This design comes from an exercise in tuning for a short achievable clock period and few clock cycles on the open sky130 flow, not from production work.
The RTL was checked by simulation tests, not by an equivalence proof against the original design.
No activity file was given, so power comes from the tool's default toggle rates.

### flow/design.v
module xca (
  input  wire        clk,
  input  wire        rst,           
  output wire        ready,
  input  wire        csr_we,
  input  wire [3:0]  csr_addr,
  input  wire [15:0] csr_wdata,
  output reg         fb_re,
  output reg  [11:0] fb_addr,
  input  wire [7:0]  fb_rdata,
  output reg         rt_we,
  output reg  [6:0]  rt_idx,
  output reg  [58:0] rt_wdata,
  output wire [2:0]  status,
  output reg  [3:0]  err,
  output reg  [15:0] infoa,
  output reg  [15:0] infob,
  output reg  [11:0] len,
  output reg  [7:0]  acc,
  output reg  [11:0] plen,
  output reg  [1:0]  ttype,
  output wire [15:0] comp,
  output reg  [11:0] cmdlen,
  output reg  [6:0]  count
);
  localparam [3:0] E_OK      = 4'd0,
                   E_SHORT   = 4'd1,
                   E_NOSTX   = 4'd2,
                   E_NOETX   = 4'd3,
                   E_CSUM    = 4'd4,
                   E_TYPE    = 4'd5,
                   E_LENGTH  = 4'd6,
                   E_FORMAT  = 4'd10,
                   E_ILLEGAL = 4'd13;
  function [6:0] mul10(input [3:0] v);
    case (v)
      4'd0: mul10 = 7'd0;   4'd1: mul10 = 7'd10;  4'd2: mul10 = 7'd20;  4'd3: mul10 = 7'd30;
      4'd4: mul10 = 7'd40;  4'd5: mul10 = 7'd50;  4'd6: mul10 = 7'd60;  4'd7: mul10 = 7'd70;
      4'd8: mul10 = 7'd80;  4'd9: mul10 = 7'd90;  4'd10: mul10 = 7'd100; 4'd11: mul10 = 7'd110;
      4'd12: mul10 = 7'd120; 4'd13: mul10 = 7'd122; 4'd14: mul10 = 7'd12; 4'd15: mul10 = 7'd22;
    endcase
  endfunction
  function [9:0] mul100(input [3:0] v);
    case (v)
      4'd0: mul100 = 10'd0;   4'd1: mul100 = 10'd100; 4'd2: mul100 = 10'd200; 4'd3: mul100 = 10'd300;
      4'd4: mul100 = 10'd400; 4'd5: mul100 = 10'd500; 4'd6: mul100 = 10'd600; 4'd7: mul100 = 10'd700;
      4'd8: mul100 = 10'd800; 4'd9: mul100 = 10'd900; 4'd10: mul100 = 10'd1000; 4'd11: mul100 = 10'd76;
      4'd12: mul100 = 10'd176; 4'd13: mul100 = 10'd276; 4'd14: mul100 = 10'd376; 4'd15: mul100 = 10'd476;
    endcase
  endfunction
  function [13:0] mul1000(input [3:0] v);
    case (v)
      4'd0: mul1000 = 14'd0;    4'd1: mul1000 = 14'd1000; 4'd2: mul1000 = 14'd2000; 4'd3: mul1000 = 14'd3000;
      4'd4: mul1000 = 14'd4000; 4'd5: mul1000 = 14'd5000; 4'd6: mul1000 = 14'd6000; 4'd7: mul1000 = 14'd7000;
      4'd8: mul1000 = 14'd8000; 4'd9: mul1000 = 14'd9000; 4'd10: mul1000 = 14'd10000; 4'd11: mul1000 = 14'd11000;
      4'd12: mul1000 = 14'd12000; 4'd13: mul1000 = 14'd13000; 4'd14: mul1000 = 14'd14000; 4'd15: mul1000 = 14'd15000;
    endcase
  endfunction
  function [11:0] mul300(input [3:0] v);
    case (v)
      4'd0: mul300 = 12'd0;    4'd1: mul300 = 12'd300;  4'd2: mul300 = 12'd600;  4'd3: mul300 = 12'd900;
      4'd4: mul300 = 12'd1200; 4'd5: mul300 = 12'd1500; 4'd6: mul300 = 12'd1800; 4'd7: mul300 = 12'd2100;
      4'd8: mul300 = 12'd2400; 4'd9: mul300 = 12'd2700; 4'd10: mul300 = 12'd3000; 4'd11: mul300 = 12'd3300;
      4'd12: mul300 = 12'd3600; 4'd13: mul300 = 12'd3900; 4'd14: mul300 = 12'd104; 4'd15: mul300 = 12'd404;
    endcase
  endfunction
  function [8:0] mul30p5(input [3:0] v);    
    case (v)
      4'd0: mul30p5 = 9'd5;   4'd1: mul30p5 = 9'd35;  4'd2: mul30p5 = 9'd65;  4'd3: mul30p5 = 9'd95;
      4'd4: mul30p5 = 9'd125; 4'd5: mul30p5 = 9'd155; 4'd6: mul30p5 = 9'd185; 4'd7: mul30p5 = 9'd215;
      4'd8: mul30p5 = 9'd245; 4'd9: mul30p5 = 9'd275; 4'd10: mul30p5 = 9'd305; 4'd11: mul30p5 = 9'd335;
      4'd12: mul30p5 = 9'd365; 4'd13: mul30p5 = 9'd395; 4'd14: mul30p5 = 9'd425; 4'd15: mul30p5 = 9'd455;
    endcase
  endfunction
  function [11:0] inc12(input [11:0] a);
    integer i;
    begin
      for (i = 0; i < 12; i = i + 1)
        inc12[i] = a[i] ^ ((a & ((12'd1 << i) - 12'd1)) == ((12'd1 << i) - 12'd1));
    end
  endfunction
  reg         ready_r;
  reg         gotv;
  reg  [1:0]  htype;
  reg         comp_p;
  reg  [9:0]  comp_val;
  assign ready  = ready_r;
  assign status = {gotv, htype};
  assign comp   = {comp_p, 5'd0, comp_val};
  wire [3:0]  w_op   = csr_wdata[15:12];
  wire [11:0] w_arg  = csr_wdata[11:0];
  wire        arg_nz = |w_arg;
  wire        wr     = csr_we & ready_r;
  wire        wr_cmd = wr & (csr_addr == 4'h0);
  reg  [11:0] len_n;        
  wire [11:0] leni    = ~len_n;
  wire        len_lt4 = ~|leni[11:2];
  wire c_aclr  = wr_cmd & (w_op == 4'h1) & ~arg_nz;
  wire c_axb   = wr_cmd & (w_op == 4'h2);
  wire c_csum  = wr_cmd & (w_op == 4'h3);
  wire c_frame = wr_cmd & ((w_op == 4'h4) | (w_op == 4'h5)) & ~arg_nz;
  wire c_sweep = c_axb | (c_csum & arg_nz) | (c_frame & ~len_lt4);
  wire c_stall = wr_cmd & ~(~arg_nz & ((w_op == 4'h0) | (w_op == 4'h1) | (w_op == 4'h3)));
  reg         slow;         
  reg  [15:0] wq;           
  reg  [11:0] p_r;          
  reg  [11:0] pm5_r;        
  reg  [11:0] lm3;          
  reg         p_lt2, p_eq2, p_eq5, p_lt6, p_lt4;
  always @(posedge clk) begin
    p_r   <= leni - 12'd4;
    pm5_r <= leni - 12'd9;
    lm3   <= leni - 12'd3;
    p_lt2 <= (leni < 12'd6);
    p_eq2 <= (leni == 12'd6);
    p_eq5 <= (leni == 12'd9);
    p_lt6 <= (leni < 12'd10);
    p_lt4 <= (leni < 12'd8);
  end
  reg         m_frame, m_dec, m_axb;
  reg         m_single;     
  reg  [11:0] ap1;          
  reg  [11:0] rend;         
  reg  [11:0] lm1, lm2;     
  wire        is_last = m_single | (ap1 == rend);
  always @(posedge clk) begin
    lm1 <= leni - 12'd1;
    lm2 <= leni - 12'd2;
  end
  reg         v1, last1, etx1, trh1;
  reg  [11:0] a1;
  wire        v2 = v1, last2 = last1, etx2 = etx1, trh2 = trh1;
  wire [11:0] a2 = a1;
  wire [7:0]  d2 = fb_rdata;
  wire       is_dig  = (d2 >= 8'h30) && (d2 <= 8'h39);
  wire       is_hup  = (d2 >= 8'h41) && (d2 <= 8'h46);
  wire       is_hlo  = (d2 >= 8'h61) && (d2 <= 8'h66);
  wire       is_hexu = is_dig | is_hup;
  wire       is_hex  = is_hexu | is_hlo;
  wire       is_sign = (d2 == 8'h2B) || (d2 == 8'h2D);
  wire [3:0] hv      = d2[6] ? (d2[3:0] + 4'd9) : d2[3:0];
  reg  [35:0] pos;
  wire [29:0] ring = pos[35:6];
  wire c_dig  = ring[0] | ring[1] | ring[2] | ring[5] | ring[6] | ring[7] | ring[8] |
                ring[10] | ring[11] | ring[19] | ring[20] | ring[21];
  wire c_sign = ring[4] | ring[9];
  wire c_hex  = ring[13] | ring[14] | ring[16] | ring[17];
  reg         etx_seen;
  wire        blk_on = v2 & m_frame & ~etx_seen & ~etx2;
  wire        blk_bad = blk_on & ((c_dig & ~is_dig) | (c_sign & ~is_sign) | (c_hex & ~is_hex));
  wire        stx_abort = v2 & m_frame & pos[0] & (d2 != 8'h02);
  reg  [7:0]  csum;
  reg  [7:0]  stx_b, etx_b, th, tl, t1, t2, d3b, d4b, d5b;
  reg         stx_bad, etx_bad, th_ok, tl_ok, geq;
  reg  [3:0]  thv;
  reg         bad3, bad4, bad5;
  reg         berr;
  reg         bad_q;
  reg  [7:0]  bb_q;
  reg  [11:0] bi_q;
  reg  [7:0]  berr_b;
  reg  [11:0] berr_i;
  reg         fin;
  reg  [3:0]  rc0, rc1, rc2, rv0, rv1, rv2, rv3, re0, re1, rs0, rs1, rs2;
  reg         rvs, res;
  reg  [7:0]  rops, rers;
  reg         cv1, cv2, cv3;
  reg  [9:0]  pc0, ps0;
  reg  [6:0]  pc1, ps1;
  reg  [3:0]  pc2, ps2;
  reg  [13:0] pv0;
  reg  [9:0]  pv1;
  reg  [6:0]  pv2;
  reg  [3:0]  pv3;
  reg  [6:0]  pe0;
  reg  [3:0]  pe1;
  reg  [9:0]  qc, qs;
  reg  [13:0] qva;
  reg  [7:0]  qvb;
  reg  [6:0]  qe;
  always @(posedge clk) begin
    if (v2 & m_frame) begin
      if (ring[0])  rc0 <= d2[3:0];
      if (ring[1])  rc1 <= d2[3:0];
      if (ring[2])  rc2 <= d2[3:0];
      if (ring[4])  rvs <= d2[2];
      if (ring[5])  rv0 <= d2[3:0];
      if (ring[6])  rv1 <= d2[3:0];
      if (ring[7])  rv2 <= d2[3:0];
      if (ring[8])  rv3 <= d2[3:0];
      if (ring[9])  res <= d2[2];
      if (ring[10]) re0 <= d2[3:0];
      if (ring[11]) re1 <= d2[3:0];
      if (ring[13]) rops[7:4] <= hv;
      if (ring[14]) rops[3:0] <= hv;
      if (ring[16]) rers[7:4] <= hv;
      if (ring[17]) rers[3:0] <= hv;
      if (ring[19]) rs0 <= d2[3:0];
      if (ring[20]) rs1 <= d2[3:0];
      if (ring[21]) rs2 <= d2[3:0];
    end
    cv1 <= blk_on & ring[21];
    cv2 <= cv1;
    cv3 <= cv2;
    pc0 <= mul100(rc0);  pc1 <= mul10(rc1);  pc2 <= rc2;
    ps0 <= mul100(rs0);  ps1 <= mul10(rs1);  ps2 <= rs2;
    pv0 <= mul1000(rv0); pv1 <= mul100(rv1); pv2 <= mul10(rv2); pv3 <= rv3;
    pe0 <= mul10(re0);   pe1 <= re1;
    qc  <= pc0 + {3'd0, pc1} + {6'd0, pc2};
    qs  <= ps0 + {3'd0, ps1} + {6'd0, ps2};
    qva <= pv0 + {4'd0, pv1};
    qvb <= {1'b0, pv2} + {4'd0, pv3};
    qe  <= pe0 + {3'd0, pe1};
  end
  wire [58:0] entry = {qs, rers, rops, qe, res, qva + {6'd0, qvb}, rvs, qc};
  localparam integer SD = 99;
  reg  [SD*59-1:0] stk;
  reg         pop_en;
  reg         shift_dn;     
  reg         wr_last;      
  reg  [6:0]  pop_idx;
  wire        fc_early = stx_bad | etx_bad;
  wire        fc_fail  = fc_early | ~(th_ok & tl_ok) | ~geq;
  wire        pop_go   = pop_en | (fin & m_dec & dz_pop & ~fc_fail);
  wire [6:0]  pop_cur  = pop_en ? pop_idx : nm1;
  always @(posedge clk) begin
    if (cv3)
      stk <= {stk[(SD-1)*59-1:0], entry};
    else if (shift_dn)
      stk <= {59'd0, stk[SD*59-1:59]};
  end
  reg  [6:0]  nval, nm1;
  reg  [3:0]  g3, g4, g5;   
  reg  [11:0] e_v;
  reg         eq_e;
  reg  [9:0]  cvv;
  reg  [1:0]  tag_k;        
  reg  [3:0]  dz_err;
  reg  [15:0] dz_a, dz_b;
  reg  [1:0]  dz_ht, dz_tt;
  reg         dz_cp;
  reg  [9:0]  dz_cv;
  reg  [11:0] dz_cl;
  reg  [6:0]  dz_cnt;
  reg         dz_pop;
  wire        dig_bad   = bad3 | bad4 | bad5;
  wire [7:0]  dig_b     = bad3 ? d3b : (bad4 ? d4b : d5b);
  wire [11:0] dig_i     = bad3 ? 12'd3 : (bad4 ? 12'd4 : 12'd5);
  wire        dig_bad34 = bad3 | bad4;
  always @(posedge clk) begin
    nval  <= mul10(g3) + {3'd0, g4};
    nm1   <= nval - 7'd1;
    e_v   <= mul300(g3) + {3'd0, mul30p5(g4)};
    eq_e  <= (e_v == p_r);
    cvv   <= mul100(g3) + {3'd0, mul10(g4)} + {6'd0, g5};
    tag_k <= (t1 == 8'h44 && t2 == 8'h41) ? 2'd1 :
             (t1 == 8'h53 && t2 == 8'h54) ? 2'd2 :
             (t1 == 8'h4D && t2 == 8'h44) ? 2'd3 : 2'd0;
    dz_err <= E_OK;  dz_a <= 16'd0;  dz_b <= 16'd0;
    dz_ht  <= tag_k; dz_tt <= 2'd0;  dz_cp <= 1'b0;  dz_cv <= 10'd0;
    dz_cl  <= 12'd0; dz_cnt <= 7'd0; dz_pop <= 1'b0;
    if (p_lt2) begin
      dz_err <= E_TYPE; dz_b <= {4'd0, p_r}; dz_ht <= 2'd0;
    end else begin
      case (tag_k)
        2'd1: begin
          if (p_eq2) begin
            dz_tt <= 2'd1;
          end else if (p_eq5) begin
            if (dig_bad) begin
              dz_err <= E_FORMAT; dz_a <= {8'd0, dig_b}; dz_b <= {4'd0, dig_i};
            end else begin
              dz_tt <= 2'd1; dz_cp <= 1'b1; dz_cv <= cvv;
            end
          end else begin
            dz_err <= E_LENGTH; dz_b <= {4'd0, p_r};
          end
        end
        2'd2: begin
          if (p_lt6) begin
            dz_err <= E_LENGTH; dz_a <= 16'd6; dz_b <= {4'd0, p_r};
          end else if (dig_bad) begin
            dz_err <= E_FORMAT; dz_a <= {8'd0, dig_b}; dz_b <= {4'd0, dig_i};
          end else begin
            dz_tt <= 2'd2; dz_cp <= 1'b1; dz_cv <= cvv; dz_cl <= pm5_r;
          end
        end
        2'd3: begin
          if (p_lt4) begin
            dz_err <= E_LENGTH; dz_a <= 16'd5; dz_b <= {4'd0, p_r};
          end else if (dig_bad34) begin
            dz_err <= E_FORMAT; dz_a <= {8'd0, bad3 ? d3b : d4b}; dz_b <= bad3 ? 16'd3 : 16'd4;
          end else if (!eq_e) begin
            dz_err <= E_LENGTH; dz_a <= {4'd0, e_v}; dz_b <= {4'd0, p_r};
          end else if (berr) begin
            dz_err <= E_FORMAT; dz_a <= {8'd0, berr_b}; dz_b <= {4'd0, berr_i};
          end else begin
            dz_tt <= 2'd3; dz_cnt <= nval; dz_pop <= (nval != 7'd0);
          end
        end
        default: begin
          dz_err <= E_TYPE; dz_a <= {t1, t2}; dz_b <= {4'd0, p_r};
        end
      endcase
    end
  end
  always @(posedge clk) begin
    v1    <= fb_re & ~stx_abort;
    last1 <= is_last;
    etx1  <= m_frame & (ap1 == lm2);
    trh1  <= m_frame & (ap1 == lm1);
    a1    <= fb_addr;
    fin   <= 1'b0;
    rt_we <= 1'b0;
    fb_addr <= ready_r ? ((w_op == 4'h2) ? w_arg : 12'd0) : ap1;
    if (fb_re) begin
      ap1     <= inc12(ap1);
      if (is_last | stx_abort) fb_re <= 1'b0;
    end
    if (v2) begin
      pos <= {pos[34:6], pos[35] | pos[5], pos[4:0], 1'b0};
      if (m_frame) begin
        if (!etx_seen) csum <= csum ^ d2;
        if (pos[0]) begin stx_b <= d2; stx_bad <= (d2 != 8'h02); end
        if (pos[1]) t1 <= d2;
        if (pos[2]) t2 <= d2;
        if (pos[3]) begin d3b <= d2; bad3 <= ~is_dig; g3 <= d2[3:0]; end
        if (pos[4]) begin d4b <= d2; bad4 <= ~is_dig; g4 <= d2[3:0]; end
        if (pos[5]) begin d5b <= d2; bad5 <= ~is_dig; g5 <= d2[3:0]; end
        if (etx2) begin etx_b <= d2; etx_bad <= (d2 != 8'h03); etx_seen <= 1'b1; end
        if (trh2) begin th <= d2; th_ok <= is_hexu; thv <= hv; end
        if (last2) begin
          tl    <= d2;
          tl_ok <= is_hexu;
          geq   <= ({thv, hv} == csum);
        end
        if (last2 | stx_abort) fin <= 1'b1;
      end else begin
        csum <= csum ^ d2;
        if (last2) begin
          acc     <= m_axb ? (acc ^ d2) : (csum ^ d2);
          ready_r <= 1'b1;
        end
      end
    end
    bad_q <= blk_bad;
    bb_q  <= d2;
    bi_q  <= a2;
    if (bad_q & ~berr) begin berr <= 1'b1; berr_b <= bb_q; berr_i <= bi_q; end
    if (fin) begin
      if (!fc_early) acc <= csum;
      gotv <= ~fc_early & th_ok & tl_ok;
      plen <= fc_fail ? 12'd0 : p_r;
      if (fc_fail | ~m_dec) begin
        htype <= 2'd0;
        infob <= 16'd0;
        if (stx_bad) begin
          err <= E_NOSTX; infoa <= {8'd0, stx_b};
        end else if (etx_bad) begin
          err <= E_NOETX; infoa <= {8'd0, etx_b}; infob <= {4'd0, lm3};
        end else if (!(th_ok & tl_ok)) begin
          err <= E_CSUM; infoa <= {th, tl}; infob <= {8'd0, csum};
        end else if (!geq) begin
          err <= E_CSUM; infoa <= {8'd0, thv, tl[6] ? (tl[3:0] + 4'd9) : tl[3:0]}; infob <= {8'd0, csum};
        end else begin
          err <= E_OK; infoa <= 16'd0;
        end
        if (m_dec) begin
          ttype <= 2'd0; comp_p <= 1'b0; comp_val <= 10'd0; cmdlen <= 12'd0; count <= 7'd0;
        end
        ready_r <= 1'b1;
      end else begin
        err      <= dz_err;
        infoa    <= dz_a;
        infob    <= dz_b;
        htype    <= dz_ht;
        ttype    <= dz_tt;
        comp_p   <= dz_cp;
        comp_val <= dz_cv;
        cmdlen   <= dz_cl;
        count    <= dz_cnt;
        if (!dz_pop) ready_r <= 1'b1;
      end
    end
    rt_idx   <= pop_cur;
    rt_wdata <= shift_dn ? stk[117:59] : stk[58:0];
    shift_dn <= pop_go;
    wr_last  <= pop_go & (pop_cur == 7'd0);
    if (pop_go) begin
      rt_we    <= 1'b1;
      pop_idx  <= pop_cur - 7'd1;
      pop_en   <= (pop_cur != 7'd0);
    end
    if (wr_last) ready_r <= 1'b1;
    if (slow) begin
      slow    <= 1'b0;
      ready_r <= 1'b1;
      gotv    <= 1'b0;
      htype   <= 2'd0;
      infob   <= 16'd0;
      if (((wq[15:12] == 4'h4) | (wq[15:12] == 4'h5)) & ~|wq[11:0]) begin
        err   <= E_SHORT;
        infoa <= {4'd0, leni};
        plen  <= 12'd0;
        if (wq[12]) begin
          ttype <= 2'd0; comp_p <= 1'b0; comp_val <= 10'd0; cmdlen <= 12'd0; count <= 7'd0;
        end
      end else begin
        err   <= E_ILLEGAL;
        infoa <= wq;
      end
    end
    if (ready_r) begin
      wq       <= csr_wdata;
      ap1      <= 12'd1;
      rend     <= (w_op == 4'h3) ? w_arg : leni;
      m_frame  <= (w_op == 4'h4) | (w_op == 4'h5);
      m_dec    <= w_op[0];
      m_axb    <= (w_op == 4'h2);
      m_single <= (w_op == 4'h2);
      csum     <= 8'd0;
      pos      <= 36'd1;
      etx_seen <= 1'b0;
      berr     <= 1'b0;
    end
    if (wr) begin
      case (csr_addr)
        4'h5: begin len <= csr_wdata[11:0]; len_n <= ~csr_wdata[11:0]; end
        4'h8: ttype <= csr_wdata[1:0];
        4'h9: begin comp_p <= csr_wdata[15]; comp_val <= csr_wdata[9:0]; end
        4'hA: cmdlen <= csr_wdata[11:0];
        4'hB: count <= csr_wdata[6:0];
        default: ;
      endcase
      if (c_aclr | (c_csum & ~arg_nz)) acc <= 8'd0;
      if (c_stall) ready_r <= 1'b0;
      if (c_sweep) fb_re <= 1'b1;
      if (c_stall & ~c_sweep) slow <= 1'b1;
    end
    if (rst) begin
      ready_r  <= 1'b1;
      fb_re    <= 1'b0;
      v1       <= 1'b0;
      fin      <= 1'b0;
      slow     <= 1'b0;
      pop_en   <= 1'b0;
      wr_last  <= 1'b0;
      rt_we    <= 1'b0;
      gotv     <= 1'b0;
      htype    <= 2'd0;
      err      <= 4'd0;
      infoa    <= 16'd0;
      infob    <= 16'd0;
      len      <= 12'd0;
      len_n    <= 12'hFFF;
      acc      <= 8'd0;
      plen     <= 12'd0;
      ttype    <= 2'd0;
      comp_p   <= 1'b0;
      comp_val <= 10'd0;
      cmdlen   <= 12'd0;
      count    <= 7'd0;
    end
  end
endmodule
### flow/run.sh
#!/bin/bash
# synth_recipe.tcl (not shown) runs the flow's synth.tcl, then flattens the netlist and writes it again
# the make line also repeats each setting of config.mk as NAME=value (left out here)
make -C /OpenROAD-flow-scripts/flow DESIGN_CONFIG=/design/flow/config.mk WORK_HOME=/design/flow/orfs CLKGATE_MAP_FILE= SYNTH_SCRIPT=/design/flow/synth_recipe.tcl finish
### flow/config.mk
export PLATFORM = sky130hd
export DESIGN_NAME = xca
export DESIGN_NICKNAME = xca
export VERILOG_FILES = /design/flow/design.v
export SDC_FILE = /design/flow/constraint.sdc
export NUM_CORES = 4
export LEC_CHECK = 0
export ABC_CLOCK_PERIOD_IN_PS = 2300
export CAP_MARGIN = 20
export CORE_MARGIN = 2
export CORE_UTILIZATION = 60
export CTS_CLUSTER_DIAMETER = 80
export CTS_CLUSTER_SIZE = 30
export SETUP_SLACK_MARGIN = 4.2
export SLEW_MARGIN = 20
### flow/constraint.sdc
create_clock -name core_clock -period 6.5 [get_ports {clk}]
set_input_delay 1.3000 -clock core_clock [delete_from_list [all_inputs] [get_ports {clk}]]
set_output_delay 1.3000 -clock core_clock [all_outputs]
set_load 0.01 [all_outputs]
==> results of run 1 <==
==> cells by family after synthesis <==
| logic type | Yosys count |
|---|---|
| DFF | 6663 |
| muxes | 5913 |
| buffers and inverters | 927 |
| and+or+nand+nor | 850 |
| AOI/OAI and AO/OA | 551 |
| xor gates and xnor gates | 192 |
| adders and majority gates | 146 |
| other | 1 |
==> through the flow <==
stage	area (µm²)	util [%]	cells	setup slack [ps]
global placement	285000	62.0	21000	2440
global route	298000	64.8	21600	3610
finish	298000	64.8	21600	3680
CTS	296000	64.5	21500	3570
detailed placement	285000	62.0	21000	2510
floorplan	276000	-	15300	-37140
==> cells in the final DEF (no fill, tap or decap), types with 23 or more instances in the layout <==
master / count
and3_1: 30
ha_1: 127
clkdlybuf4s50_1: 24
dfxtp_1: 436
mux2i_1: 65
buf_4: 128
o21ai_0: 140
a21oi_1: 126
nand2_1: 184
xnor2_1: 114
a22oi_1: 63
mux2_2: 5843
o32ai_1: 23
edfxtp_1: 6048
nor2b_1: 27
clkbuf_1: 42
dfxtp_4: 31
buf_12: 37
xor2_1: 73
dfxtp_2: 148
nor2_1: 231
nand3_1: 68
buf_16: 104
inv_1: 112
and2_1: 97
nor3_1: 53
buf_6: 184
nand2b_1: 42
clkbuf_16: 330
==> timing repair <==
item,in CTS,in global routing
setup endpoints to repair,11400,4618
cloned,50,37
setup buffers,59,24
gates resized for setup,1287,109
pin swaps,14,21
==> layout make-up <==
type                            count  area (µm²)  share of cell area [%]
Sequential cell                  6663      194000                    65.2
Multi-Input combinational cell   7665       78300                    26.3
Timing Repair Buffer              556        8500                    2.85
Tap cell                         6149        7690                    2.58
Clock buffer                      336        7510                    2.52
Clock inverter                     94        1010                   0.341
Inverter                          124         473                   0.159
Antenna cell                        4        10.0                 0.00336
==> state kept, by name, indices dropped and copies added, names as in the netlist, 16 cells and up, named ones only <==
name	count
infoa	16
rt_wdata	59
wq	16
pos	36
dz_a	16
stk	5841
==> power breakdown <==
part / switching [W] / total [W] / leakage, nW / internal, W
registers: 0.0000434 / 0.0460 / 56.6 / 0.0460
clock network: 0.0128 / 0.0217 / 4.16 / 0.00889
logic: 0.000174 / 0.000279 / 28.6 / 0.000105
==> routing by layer <==
metal | GRT usage, % | vias up | wire [µm]
met1 | 24.9 | 65100 | 199000
met3 | 2.27 | 451 | 14800
met2 | 33.6 | 1458 | 239000
li1 | - | 58900 | -
met5 | 0 | - | 13
met4 | 3.59 | 2 | 8410
==> path summary, 6_finish.rpt <==
kind	end	cells after the start	slack (ps)
max	rt_wdata[26]	1	3680
min	bi_q[10]	0	330
max reg2reg	qs[9]	7	4150
min reg2reg	bi_q[10]	0	330
==> reports/results.tsv, run 1 <==
stage	metric	value	unit
global_route	overflow	0	
die	die_w	683	µm
yosys	synthMuxAreaShare	24.1	%
die	die_h	683	µm
run	cap_viol_max_count	0	
critical_path	path_max_fanout	1	
critical_path	critPathLaunchType	register	
critical_path	end_kind	output port	
yosys	synthSimpleGateAreaFrac	1.54	%
die	io_pins	220	
power_and_ir_drop	power_density	228	nW/µm²
critical_path	critical_path.max_stage_delay	430	ps
timing	drv_slew	0	
yosys	synth_warnings	1	
cells_and_area	final_nets	15500	
cells_and_area	fillers	31300	
yosys	synth_area_leaders	edfxtp_1 (66%), mux2_2 (24%), dfxtp_1 (4.5%)	
timing	fin_worst_skew	50.6	ps
timing	hold_viol	0	
yosys	synth_ff_type	edfxtp_1	
routing	drc_errors	0	
yosys	synth-compound-area-share	1.30	%
clock_tree	ctsRootBufferMaster	clkbuf_16	
global_route	grt_max_degree	132	
critical_path	cpLargestDelayFamily	flip-flops	
routing	ant_nets	0	
timing	slew_headroom	26.3	%
min_path	holdCritPathClass	reg2reg	
critical_path	path_buf_inv	1	
cells_and_area	syn_to_final_growth	7.79	%
yosys	yosysMostFrequentCell	edfxtp_1	
power_and_ir_drop	power.leakage	89.3	nW
routing	vias	126000	
global_route	antenna_found_initial	13	
yosys	synth_commonest_cells	edfxtp_1 (6048), mux2_2 (5843), buf_2 (618)	
yosys	syn_area	276000	µm²
clock_tree	postCtsHoldBufs	0	
timing	fmax	355	MHz
clock_tree	clock-sinks	6663	
routing	drt-pass1-iter-count	6	
placed_design	place_congestion	0.874	
routing	vias_per_cell	5.83	
placed_design	io_buffer_count	210	
routing	initialDrtViolationCount	9237	
global_route	grt_pass1_vias	132000	
timing	fin_hold_ws	327	ps
yosys	async_flop_share	0	%
clock_tree	clk_latency	980	ps
global_route	grt_usage	18.8	%
die	core_region_area	459000	µm²
die	initial_core_util	60.2	%
routing	wirelength	461	mm
clock_tree	cts_buffers	279	
yosys	synth_xor_area_share	0.609	%
clock_tree	clockBufferDepth	4	
clock_tree	htreeDepth	5	
critical_path	crit_type	reg2out	
run_status	outcome	timing/DRC/antenna clean	
die	row_count	249	
critical_path	worst_ep_arrival_time	1520	ps
yosys	synth_cell_types	93	
placed_design	dp_hpwl	279	mm
critical_path	rr_startpoint	ps0[3]	
critical_path	cp_cell_sequence	buf_6	
timing	setup_viol	0	
timing	worst_slew_pin_slew	1110	ps
yosys	ys_ff_latch	6663	
critical_path	worstPathRequired	5200	ps
cells_and_area	drive_gt1_share	45.4	%
yosys	synth_largest_area_cell	edfxtp_1	
yosys	yosysSeqAreaShare	70.2	%
yosys	yosysTopAreaCellShare	65.7	%
yosys	synth.avg_cell_area	18.1	µm²
critical_path	slowest_stage	dfxtp_4	
die	dieArea	466000	µm²
routing	drt-wirelength-per-cell	21.4	µm
yosys	synth_top_family_by_area	multiplexers	
power_and_ir_drop	peakVddDrop	0.306	mV
clock_tree	cts_tree	done	
yosys	synthCells	15200	
timing	period_share	43.3	%
critical_path	critPathLaunch	rt_wdata[26]	
yosys	synth_edf_count	6048	
yosys	synth_fa_ha_area_share	0.702	%
clock_tree	clkTransAtPathRegs	110	ps
timing	tns	0	ps
timing	layout_min_cycle_time	2820	ps
min_path	holdCritStartpoint	a1[10]	
power_and_ir_drop	total_power	0.0680	W
global_route	grt_pass1_wl	715	mm
timing	rsz0062_at_grt	yes	
Testbench counts, summed over its fixed seeds: cycles 200,509.
==> inputs of run 2 (changes only) <==
--- a/flow/config.mk
+++ b/flow/config.mk
@@ -10,6 +10,7 @@
 export CORE_MARGIN = 2
-export CORE_UTILIZATION = 60
+export CORE_UTILIZATION = 68
 export CTS_CLUSTER_DIAMETER = 80
 export CTS_CLUSTER_SIZE = 30
-export SETUP_SLACK_MARGIN = 4.2
+export PLACE_DENSITY = 0.74
+export SETUP_SLACK_MARGIN = 4.4
 export SLEW_MARGIN = 20
==> run 2 against run 1 <==
Compared with the run above:
- non-clock buffer count grew 130
- synthesized area stayed put
- core utilization grew 9.0 points
- flip-flop and latch count stayed put
- sequential power about the same
- worst setup slack got worse by 12 ps
- synthesized cell count stayed put
- critical endpoint is now rt_wdata[23]
- largest power group unchanged
- highest routed layer is now met4
==> reports/results.tsv, run 2 <==
stage	metric	value	unit	change
global_route	antenna_found_initial	15		+2
clock_tree	clockBufferDepth	4		unchanged
yosys	synth_largest_area_cell	edfxtp_1		
clock_tree	cts_tree	done		
critical_path	path_max_fanout	1		unchanged
timing	hold_viol	0		unchanged
cells_and_area	layout_common_cells	edfxtp_1 (6048), mux2_2 (5843), dfxtp_1 (438), clkbuf_16 (349), nor2_1 (229)		
placed_design	io_buffer_count	210		unchanged
clock_tree	clock-sinks	6663		unchanged
die	die_w	641	µm	-6.0%
routing	wirelength	478	mm	+3.7%
global_route	grt_pass1_wl	727	mm	+1.6%
routing	drc_errors	0		unchanged
routing	initialDrtViolationCount	9995		+8.2%
yosys	synth_ff_type	edfxtp_1		
timing	rsz0062_at_grt	yes		
timing	worst_slew_pin_slew	1140	ps	+35.9 ps
die	io_pins	220		unchanged
die	die_h	641	µm	-6.0%
cells_and_area	stdcell_count	21000		-2.9%
die	row_count	234		-6.0%
yosys	synth.avg_cell_area	18.1	µm²	unchanged
placed_design	dp_hpwl	276	mm	-0.95%
yosys	synth_warnings	1		unchanged
placed_design	place_congestion	0.879		+0.57%
critical_path	slowest_stage	dfxtp_4		
yosys	synth_edf_count	6048		unchanged
clock_tree	clk_latency	960	ps	-20 ps
yosys	ys_ff_latch	6663		unchanged
critical_path	worst_ep_arrival_time	1530	ps	about the same
routing	vias	128000		+1.4%
cells_and_area	reg_top3	stk (5841), rt_wdata (59), pos (36)		
global_route	overflow	0		unchanged
yosys	synthCells	15200		unchanged
yosys	yosysMostFrequentCell	edfxtp_1		
cells_and_area	syn_to_final_growth	8.24	%	
critical_path	cp_cell_sequence	buf_6		
critical_path	critical_path.max_stage_delay	450	ps	+20 ps
timing	tns	0	ps	unchanged
placed_design	placed_area	284000	µm²	-0.36%
timing	slew_headroom	23.9	%	-2.4 points
timing	fmax	354	MHz	-0.44%
cells_and_area	drive_gt1_share	46.0	%	+0.51 points
global_route	grt_pass1_vias	132000		-0.039%
die	core_region_area	405000	µm²	-12%
clock_tree	htreeDepth	5		unchanged
timing	fin_worst_skew	29.2	ps	-21.4 ps
timing	fin_hold_ws	339	ps	+11.9 ps
yosys	yosysTopAreaCellShare	65.7	%	unchanged
clock_tree	clkTransAtPathRegs	110	ps	about the same
clock_tree	postCtsHoldBufs	0		unchanged
cells_and_area	largest_reg_flops	5841		unchanged
timing	period_share	43.5	%	+0.19 points
routing	drt-wirelength-per-cell	22.8	µm	+6.9%
timing	layout_min_cycle_time	2830	ps	+12.3 ps
critical_path	worstPathRequired	5200	ps	about the same
routing	drt-pass1-iter-count	5		-1
placed_design	placedCellCount	20300		-3.4%
min_path	holdCritPathClass	reg2reg		
yosys	synth_area_leaders	edfxtp_1 (66%), mux2_2 (24%), dfxtp_1 (4.5%)		
critical_path	crit_type	reg2out		
cells_and_area	final_nets	15600		+0.76%
global_route	grt_max_degree	144		+9.1%
timing	setup_viol	0		unchanged
clock_tree	cts_buffers	267		-4.3%
run_status	outcome	timing/DRC/antenna clean		
cells_and_area	finish.instance_area	299000	µm²	+0.42%
cells_and_area	largest-register	stk		
critical_path	path_buf_inv	1		unchanged
global_route	grt_usage	21.9	%	+3.2 points
critical_path	cpLargestDelayFamily	flip-flops		
timing	drv_slew	0		unchanged
yosys	syn_area	276000	µm²	unchanged
run	cap_viol_max_count	0		unchanged
routing	vias_per_cell	6.10		+4.5%
die	dieArea	411000	µm²	-12%
clock_tree	ctsRootBufferMaster	clkbuf_16		
power_and_ir_drop	power.leakage	90.2	nW	+1.0%
cells_and_area	final_common_cell	edfxtp_1		
yosys	synth_cell_types	93		unchanged
yosys	yosysSeqAreaShare	70.2	%	unchanged
power_and_ir_drop	peakVddDrop	0.245	mV	-20%
routing	ant_nets	0		unchanged
yosys	async_flop_share	0	%	unchanged
yosys	synth_commonest_cells	edfxtp_1 (6048), mux2_2 (5843), buf_2 (618)		
critical_path	end_kind	output port		
die	initial_core_util	68.2	%	+8.0 points
critical_path	critPathLaunchType	register		
power_and_ir_drop	power_density	224	nW/µm²	-1.7%
==> run 2: cell counts after synthesis <==
Identical to the previous run, type by type.
==> run 2: power breakdown <==
group / switching, W / leakage, nW / total (W) / internal, W
logic: 0.000189 / 29.8 / 0.000301 / 0.000113
registers: 0.0000450 / 56.6 / 0.0460 / 0.0460
clock network: 0.0124 / 3.80 / 0.0208 / 0.00841
==> run 2: repair_timing <==
item	CTS	global route
gates resized for setup	1436	131
gates cloned	99	74
setup endpoints to repair	12000	4352
buffers inserted	89	31
pin swaps	26	9
==> run 2: final cells by class <==
| type | count | area (µm²) |
|---|---|---|
| flip-flops and latches | 6663 | 194000 |
| fillers | 23300 | 106000 |
| multi-input cells | 7663 | 78500 |
| repair buffers | 686 | 11100 |
| clock buffers | 338 | 7400 |
| well taps | 5428 | 6790 |
| inverters | 124 | 489 |
| clock inverters | 40 | 407 |
| diodes | 12 | 30.0 |
| repair inverters | 1 | 7.51 |
==> run 2: final timing paths <==
check | from | cells past startpoint | slack [ps] | endpoint
max | rt_wdata[23] | 1 | 3670 | rt_wdata[23]
min | cv2 | 0 | 340 | cv3
max reg2reg | g5[2] | 9 | 4170 | cvv[8]
min reg2reg | cv2 | 0 | 340 | cv3
==> run 2: per-stage QoR <==
step	setup slack (ps)	total power, W	utilization (%)
finish	3670	0.0671	73.8
global route	3620	0.0691	73.8
CTS	3570	0.0677	73.2
detailed placement	2330	0.0473	70.0
global placement	2320	0.0473	70.0
floorplan	-37140	0.0471	-
==> run 2: cells by family after synthesis <==
| family | after synthesis | synth area share [%] |
|---|---|---|
| simple gates | 850 | 1.54 |
| flops | 6663 | 70.2 |
| mux | 5913 | 24.1 |
| xor+xnor | 192 | 0.609 |
| other cells | 1 | 0.00136 |
| buf+inv | 927 | 1.57 |
| fa+ha+maj | 146 | 0.702 |
| compound gates | 551 | 1.30 |
==> run 2: per-layer routing <==
layer	routed length, µm	share of wire (%)	vias to the layer above	global-route usage (%)
met5	0	0	-	0
met4	13000	2.7	0	5.76
met3	15200	3.2	534	2.02
met2	247000	52	1780	38.7
met1	204000	43	66300	29.5
li1	-	-	59200	-
==> inputs of run 3 (changes only) <==
--- a/flow/design.v
+++ b/flow/design.v
@@ -220,2 +220,6 @@
   reg         wr_last;      
+  reg         wr_last2;     
+  reg         rq_we;
+  reg  [6:0]  rq_idx;
+  reg  [58:0] rq_wdata;
   reg  [6:0]  pop_idx;
@@ -313,3 +317,2 @@
     fin   <= 1'b0;
-    rt_we <= 1'b0;
     fb_addr <= ready_r ? ((w_op == 4'h2) ? w_arg : 12'd0) : ap1;
@@ -384,8 +387,12 @@
     end
-    rt_idx   <= pop_cur;
-    rt_wdata <= shift_dn ? stk[117:59] : stk[58:0];
+    rq_idx   <= pop_cur;
+    rq_wdata <= shift_dn ? stk[117:59] : stk[58:0];
+    rq_we    <= pop_go;
+    rt_idx   <= rq_idx;
+    rt_wdata <= rq_wdata;
+    rt_we    <= rq_we;
     shift_dn <= pop_go;
     wr_last  <= pop_go & (pop_cur == 7'd0);
+    wr_last2 <= wr_last;
     if (pop_go) begin
-      rt_we    <= 1'b1;
       pop_idx  <= pop_cur - 7'd1;
@@ -393,3 +400,3 @@
     end
-    if (wr_last) ready_r <= 1'b1;
+    if (wr_last2) ready_r <= 1'b1;
     if (slow) begin
@@ -447,2 +454,4 @@
       wr_last  <= 1'b0;
+      wr_last2 <= 1'b0;
+      rq_we    <= 1'b0;
       rt_we    <= 1'b0;
--- a/flow/config.mk
+++ b/flow/config.mk
@@ -10,7 +10,6 @@
 export CORE_MARGIN = 2
-export CORE_UTILIZATION = 68
+export CORE_UTILIZATION = 60
 export CTS_CLUSTER_DIAMETER = 80
 export CTS_CLUSTER_SIZE = 30
-export PLACE_DENSITY = 0.74
-export SETUP_SLACK_MARGIN = 4.4
+export SETUP_SLACK_MARGIN = 4.2
 export SLEW_MARGIN = 20
==> run 3 against run 2 <==
Compared with the run above:
- clock power is 7% higher
- fmax up 1.0%
- largest power group unchanged
- largest cell class unchanged
- die area grew 14%
- sequential share of layout area increased by 0.16 points
- sequential power rose by 1%
- critical path type unchanged
- first-iteration DRC count decreased by 13%
- final cell count up 3.7%
- worst setup slack better by 29 ps
- via count decreased by 1.3%
==> reports/results.tsv, run 3 <==
stage	metric	value	unit	change
clock_tree	htreeDepth	5		unchanged
clock_tree	clk_latency	960	ps	about the same
yosys	async_flop_share	0	%	unchanged
placed_design	place_congestion	0.873		-0.69%
die	die_w	684	µm	+6.7%
routing	vias_per_cell	5.81		-4.8%
critical_path	end_kind	output port		
timing	worst_slew_pin_slew	980	ps	-162 ps
min_path	holdCritPathClass	reg2reg		
timing	drv_slew	0		unchanged
timing	tns	0	ps	unchanged
cells_and_area	reg_top3	stk (5841), rq_wdata (59), rt_wdata (59)		
clock_tree	clock-sinks	6731		+1.0%
cells_and_area	largest_reg_flops	5841		unchanged
yosys	syn_area	278000	µm²	+0.57%
critical_path	slowest_stage	dfxtp_4		
timing	fin_worst_skew	38.1	ps	+8.90 ps
yosys	synth_cell_types	96		+3.2%
timing	hold_viol	0		unchanged
power_and_ir_drop	netSwitchingPower	0.0133	W	+5.2%
power_and_ir_drop	seq_power_share	67.3	%	-1.3 points
critical_path	critical_path.max_stage_delay	440	ps	about the same
power_and_ir_drop	peakVddDrop	0.226	mV	-8.0%
power_and_ir_drop	combinationalPowerShare	0.4	%	about the same
critical_path	path_max_fanout	1		unchanged
die	core_region_area	460000	µm²	+14%
cells_and_area	syn_to_final_growth	8.10	%	
yosys	yosysTopAreaCellShare	65.4	%	-0.37 points
die	io_pins	220		unchanged
timing	slew_headroom	34.7	%	+11 points
global_route	grt_max_degree	167		+16%
die	initial_core_util	60.3	%	-7.8 points
routing	vias	126000		-1.3%
clock_tree	postCtsHoldBufs	0		unchanged
clock_tree	clkTransAtPathRegs	110	ps	about the same
critical_path	crit_type	reg2out		
cells_and_area	largest-register	stk		
power_and_ir_drop	switching_share	19.2	%	+0.41 points
timing	setup_viol	0		unchanged
yosys	synthCells	15300		+0.55%
die	dieArea	469000	µm²	+14%
critical_path	path_buf_inv	1		unchanged
global_route	grt_usage	19.0	%	-2.9 points
clock_tree	clockBufferDepth	4		unchanged
critical_path	cp_cell_sequence	buf_6		
die	die_h	684	µm	+6.7%
critical_path	r2r_slack	4160	ps	about the same
yosys	yosysMostFrequentCell	edfxtp_1		
cells_and_area	layout_common_cells	edfxtp_1 (6048), mux2_2 (5842), dfxtp_1 (510), clkbuf_16 (342), nor2_1 (236)		
yosys	synth_edf_count	6048		unchanged
clock_tree	ctsRootBufferMaster	clkbuf_16		
yosys	synth_ff_type	edfxtp_1		
power_and_ir_drop	power.internal	0.0558	W	+2.4%
critical_path	worstPathRequired	5200	ps	about the same
routing	drt-wirelength-per-cell	21.5	µm	-5.8%
cells_and_area	fillers	31000		+33%
power_and_ir_drop	total_power	0.0691	W	+2.9%
cells_and_area	final_common_cell	edfxtp_1		
power_and_ir_drop	power_density	230	nW/µm²	+2.4%
routing	initialDrtViolationCount	8731		-13%
die	row_count	249		+6.4%
yosys	synth_area_leaders	edfxtp_1 (65%), mux2_2 (24%), dfxtp_1 (4.9%)		
critical_path	critPathLaunchType	register		
routing	drt-pass1-iter-count	6		+1
routing	drc_errors	0		unchanged
run	cap_viol_max_count	0		unchanged
global_route	overflow	0		unchanged
clock_tree	cts_buffers	286		+7.1%
power_and_ir_drop	clockPowerShare	32.3	%	+1.3 points
yosys	yosysSeqAreaShare	70.3	%	+0.092 points
yosys	ys_ff_latch	6731		+1.0%
global_route	grt_pass1_wl	729	mm	+0.30%
timing	fin_hold_ws	330	ps	-9.40 ps
timing	layout_min_cycle_time	2800	ps	-29.1 ps
cells_and_area	final_nets	15600		-0.090%
yosys	synth_warnings	1		unchanged
timing	fmax	357	MHz	+1.0%
global_route	grt_pass1_vias	132000		+0.22%
power_and_ir_drop	power.leakage	94.9	nW	+5.2%
timing	rsz0062_at_grt	yes		
routing	ant_nets	0		unchanged
critical_path	worst_ep_arrival_time	1500	ps	-30 ps
global_route	antenna_found_initial	11		-4
critical_path	cpLargestDelayFamily	flip-flops		
clock_tree	cts_tree	done		
timing	period_share	43.1	%	-0.45 points
run_status	outcome	timing/DRC/antenna clean		
placed_design	io_buffer_count	210		unchanged
yosys	synth_largest_area_cell	edfxtp_1		
yosys	synth.avg_cell_area	18.1	µm²	about the same
cells_and_area	drive_gt1_share	45.3	%	-0.63 points
yosys	synth_commonest_cells	edfxtp_1 (6048), mux2_2 (5842), dfxtp_1 (683)		
placed_design	dp_hpwl	281	mm	+1.9%
routing	wirelength	467	mm	-2.3%
## run 3: changes by cell type in the layout (fill, tap and decap cells not counted), sizes merged, moves of 14 or more
cell / previous run / this run
a21oi: 131 / 112
a22o: 10 / 51
and2: 99 / 85
and3: 32 / 52
buf: 564 / 464
clkinv: 20 / 44
dfxtp: 615 / 683
inv: 129 / 170
nand3: 72 / 58
nor2b: 30 / 44
o32ai: 23 / 5
## run 3: power groups by stage
stage	registers [W]	logic, W	clock network, W
floorplan	0.0474	0.000130	0
global placement	0.0475	0.000241	0
detailed placement	0.0475	0.000244	0
CTS	0.0465	0.000253	0.0232
global route	0.0465	0.000281	0.0244
finish	0.0465	0.000262	0.0223
## run 3: area by class of cell
| cell class | count | area, µm² | share of cell area, % |
|---|---|---|---|
| Tap cell | 6149 | 7690 | 2.56 |
| Clock inverter | 106 | 1200 | 0.401 |
| Multi-Input combinational cell | 7671 | 78500 | 26.1 |
| Antenna cell | 19 | 47.5 | 0.0158 |
| Timing Repair Buffer | 567 | 9030 | 3.01 |
| Inverter | 134 | 512 | 0.170 |
| Clock buffer | 346 | 7740 | 2.58 |
| Sequential cell | 6731 | 196000 | 65.1 |
## run 3: kinds of logic after synthesis
family	synth area share (%)
simple gates	1.56
mux	23.9
flops	70.3
xor+xnor	0.586
compound gates	1.33
fa+ha+maj	0.703
other cells	0.00135
buf+inv	1.58
## run 3: per-layer routing
metal  track usage (%)  up-vias  part of all wire [%]
li1                  -    59200                     -
met1              25.6    65100                    44
met2              33.7     1333                    51
met3              1.80      487                   2.7
met4              4.52        0                   2.3
met5                 0        -                     0
## run 3: path summary, 6_finish.rpt
| kind | start | to | cells past startpoint |
|---|---|---|---|
| min reg2reg | rq_wdata[49] | rt_wdata[49] | 0 |
| max reg2reg | g5[2] | cvv[8] | 9 |
| max | rt_wdata[25] | rt_wdata[25] | 1 |
| min | rq_wdata[49] | rt_wdata[49] | 0 |
## run 3: timing repair
item,4_1_cts,5_1_grt
resized for setup,1381,110
cloned,69,41
pin swaps,11,6
buffers inserted,50,25
setup endpoints to repair,10700,4952
## run 3: through the flow
| step | util [%] | cells | area, µm² | setup slack [ps] |
|---|---|---|---|---|
| 2_1_floorplan | - | 15300 | 278000 | -37110 |
| 6_report | 65.2 | 21700 | 300000 | 3700 |
| 3_3_place_gp | 62.1 | 21100 | 286000 | 2320 |
| 4_1_cts | 64.9 | 21600 | 299000 | 3570 |
| 3_5_place_dp | 62.1 | 21100 | 286000 | 2400 |
| 5_1_grt | 65.2 | 21700 | 300000 | 3630 |
Testbench counts of run 3, summed over its fixed seeds: cycles 200,732.

## what the ideal ports hide
How much do the figures lean on ideal ports? The routed layouts below were timed once more, with nothing changed but the port constraints.
Step 1, drivers: a clkbuf_16 drives clk and a buf_2 each remaining input, both assumed.
Step 2 moves the port delays by t, midway between the first and last clock arrival at a register: inputs arrive t later, outputs are due t later. That takes back most of the time a late clock gives input paths.
a / b / c = ideal / step 1 / step 2; a / b = the first two.
| run | t, ns | setup slack, ns | hold slack, ns | worst setup path at the end | clock arrival spread, ns |
|---|---|---|---|---|---|
| run 1 | 1.065 | 3.685 / 3.577 / 3.196 | 0.327 / 0.327 / 0.327 | input to register | 0.056 / 0.057 |
| run 2 | 1.054 | 3.672 / 3.564 / 3.316 | 0.339 / 0.339 / 0.339 | input to register | 0.035 / 0.035 |
| run 3 | 1.054 | 3.701 / 3.587 / 3.184 | 0.330 / 0.330 / 0.330 | input to register | 0.047 / 0.047 |
After both steps setup and hold are still met in every run listed. The setup slack of run 3, which loses most, moves by -0.114 ns with the drivers and by -0.517 ns with both steps.
